From an optimization exercise on the open Yosys and OpenROAD flow, aimed at small area, a short achievable clock period and few clock cycles; shortcuts taken in it are not production practice.

red:
## codex32_cks
module codex32_cks (
    input  wire        clk,
    input  wire        rst,
    input  wire        cmd_valid,
    output wire        cmd_ready,
    input  wire [15:0] cmd_word,
    input  wire        cmd_empty,
    input  wire        in_valid,
    output wire        in_ready,
    input  wire [7:0]  in_data,
    input  wire        in_last,
    output wire        out_valid,
    input  wire        out_ready,
    output wire [7:0]  out_data,
    output wire        out_last,
    output wire [3:0]  out_status
);
    localparam [64:0] GS0 = 65'h19dc500ce73fde210;
    localparam [64:0] GS1 = 65'h1bfae00def77fe529;
    localparam [64:0] GS2 = 65'h1fbd920fffe7bee52;
    localparam [64:0] GS3 = 65'h1739640bdeee3fdad;
    localparam [64:0] GS4 = 65'h07729a039cfc75f5a;
    localparam [64:0] TS  = 65'h10ce0795c2fd1e62a;
    localparam [64:0] IS  = 65'h23181b3;
    localparam [64:0] IAS = 65'h11899c7f0c7127e48;    
    localparam [74:0] GL0 = 75'h3d59d273535ea62d897;
    localparam [74:0] GL1 = 75'h7a9becb6361c6c51507;
    localparam [74:0] GL2 = 75'h543f9b7e6c38d8a2a0e;
    localparam [74:0] GL3 = 75'h0c577eaeccf1990d13c;
    localparam [74:0] GL4 = 75'h1887f74f8dc71b10651;
    localparam [74:0] TL  = 75'h43381e570bf4798ab26;
    localparam [74:0] IL  = 75'h23181b3;
    localparam [74:0] IAL = 75'h6f4b3a330a74687026c;   
    localparam [1:0] OP_PMODS  = 2'd0;
    localparam [1:0] OP_PMODL  = 2'd1;
    localparam [1:0] OP_CKSUM  = 2'd2;
    localparam [1:0] OP_VERIFY = 2'd3;
    reg         cr;           
  ...
Settings: LEC_CHECK=0, CAP_MARGIN=20, CORE_MARGIN=2, CORE_UTILIZATION=40, SETUP_SLACK_MARGIN=2.0, SLEW_MARGIN=20; clock period 4.0 ns.
run.sh (not shown) runs the stock make flow with config.mk's settings and CLKGATE_MAP_FILE= SYNTH_SCRIPT=/design/flow/synth_recipe.tcl, a recipe that flattens the netlist after the stock synthesis.
red ran to completion and came out clean on the timing, design-rule and antenna checks.
> inputs changed (red -> blue)
--- a/flow/config.mk
+++ b/flow/config.mk
@@ -10,3 +10,3 @@
 export CORE_UTILIZATION = 40
-export SETUP_SLACK_MARGIN = 2.0
+export SETUP_SLACK_MARGIN = 1.8
 export SLEW_MARGIN = 20
Findings:
Summary — sequential share of layout area, blue relative to red: higher, by 3.1 points.
[compare] base=red new=blue: die area stayed essentially flat, clock buffer and inverter area fraction after layout stayed essentially flat.
Routed wire in blue totals less than in red.
blue ends up with a logic depth of the worst setup path including buffers that is 3 higher than in red.
Compared to red, blue has footprint of the multi-input gates 420 µm² lower.
Taking red as the reference, in blue number of ordinary and repair buffers in the finished layout now sits lower, part of the cycle the worst path needs rose by 0.57 points.
No functional check of the RTL was part of any run of this note.


the reference run:
codex32_cks, a different RTL version from the one above (not shown whole).
Size in the first run: about 870 cells after synthesis, about 200 flip-flops.
clock: 4.0 ns
lec_check: 0
cap_margin: 20
core_margin: 2
core_utilization: 40
setup_slack_margin: 2.0
slew_margin: 20
Changes in the trial run relative to the reference run:
Settings: SETUP_SLACK_MARGIN changed from 2.0 to 1.5.
### Flow results
Max-slew headroom at the worst pin in the trial run is 6.6 points lower than in the reference run. Horizontal die dimension: the trial run vs the reference run identical. Diff the trial run..the reference run | layout clock buffer count | unchanged. Per the comparison of the trial run with the reference run, global-route usage now sits lower, total length of routed met2 wires now sits lower, final critical-path setup slack now sits higher. Re fraction of the cycle the final worst path needs: the reference run was higher than the trial run.
Function was not checked in any run of this note: the RTL went through the layout flow alone.


Another version of the RTL of codex32_cks (not shown whole).
Size in the first run: ~870 cells after synthesis, roughly 47 I/O pins.
Settings: LEC_CHECK=0, CAP_MARGIN=20, CORE_MARGIN=2, CORE_UTILIZATION=60, SETUP_SLACK_MARGIN=2.0, SLEW_MARGIN=20; clock period 4.0 ns.
Then changed:
Settings changed: SETUP_SLACK_MARGIN 2.0 to 1.8.
Maximum frequency rises by a few percent; final area goes down by a little under a tenth; routed wire length goes down by roughly a tenth; utilization is lower by 5.7 points; register-to-register slack improved by 50 ps; worst setup slack gets better by 50 ps; first-iteration DRC count goes down by a few percent.
Function was not checked in any run of this note: the RTL went through the layout flow alone.

## what the ideal ports hide
Ports are ideal in the flow. The routed layouts listed here were re-timed in OpenROAD. Step 1, drivers: a clkbuf_16 drives clk and a buf_2 each remaining input, both assumed. Step 2, shift: input delay + t, output delay - t, t = (earliest + latest rising clock arrival at the registers) / 2. This alone moves slack from input paths to output paths. a / b / c = ideal ports / drivers / drivers and shift; a / b = the first two.
| run | t (ns) | setup WS [ns] | worst hold slack (ns) | worst register clock-pin slew, ns |
|---|---|---|---|---|
| red | 0.487 | 1.762 / 1.762 / 1.313 | 0.464 / 0.464 / 0.464 | 0.08 / 0.08 |
| blue | 0.478 | 1.740 / 1.749 / 1.271 | 0.459 / 0.459 / 0.459 | 0.08 / 0.08 |
| the reference run | 0.485 | 1.481 / 1.481 / 1.481 | 0.432 / 0.432 / 0.432 | 0.08 / 0.08 |
| the trial run | 0.484 | 1.541 / 1.541 / 1.146 | 0.431 / 0.431 / 0.431 | 0.08 / 0.08 |
| the first run of note 3 | 0.483 | 1.738 / 1.738 / 1.570 | 0.426 / 0.426 / 0.426 | 0.08 / 0.08 |
| the second run of note 3 | 0.487 | 1.788 / 1.788 / 1.532 | 0.425 / 0.425 / 0.425 | 0.08 / 0.08 |
After both steps setup and hold are still met in every run listed. The setup slack of blue, which loses most, moves by +0.009 ns with the drivers and by -0.469 ns with both steps.
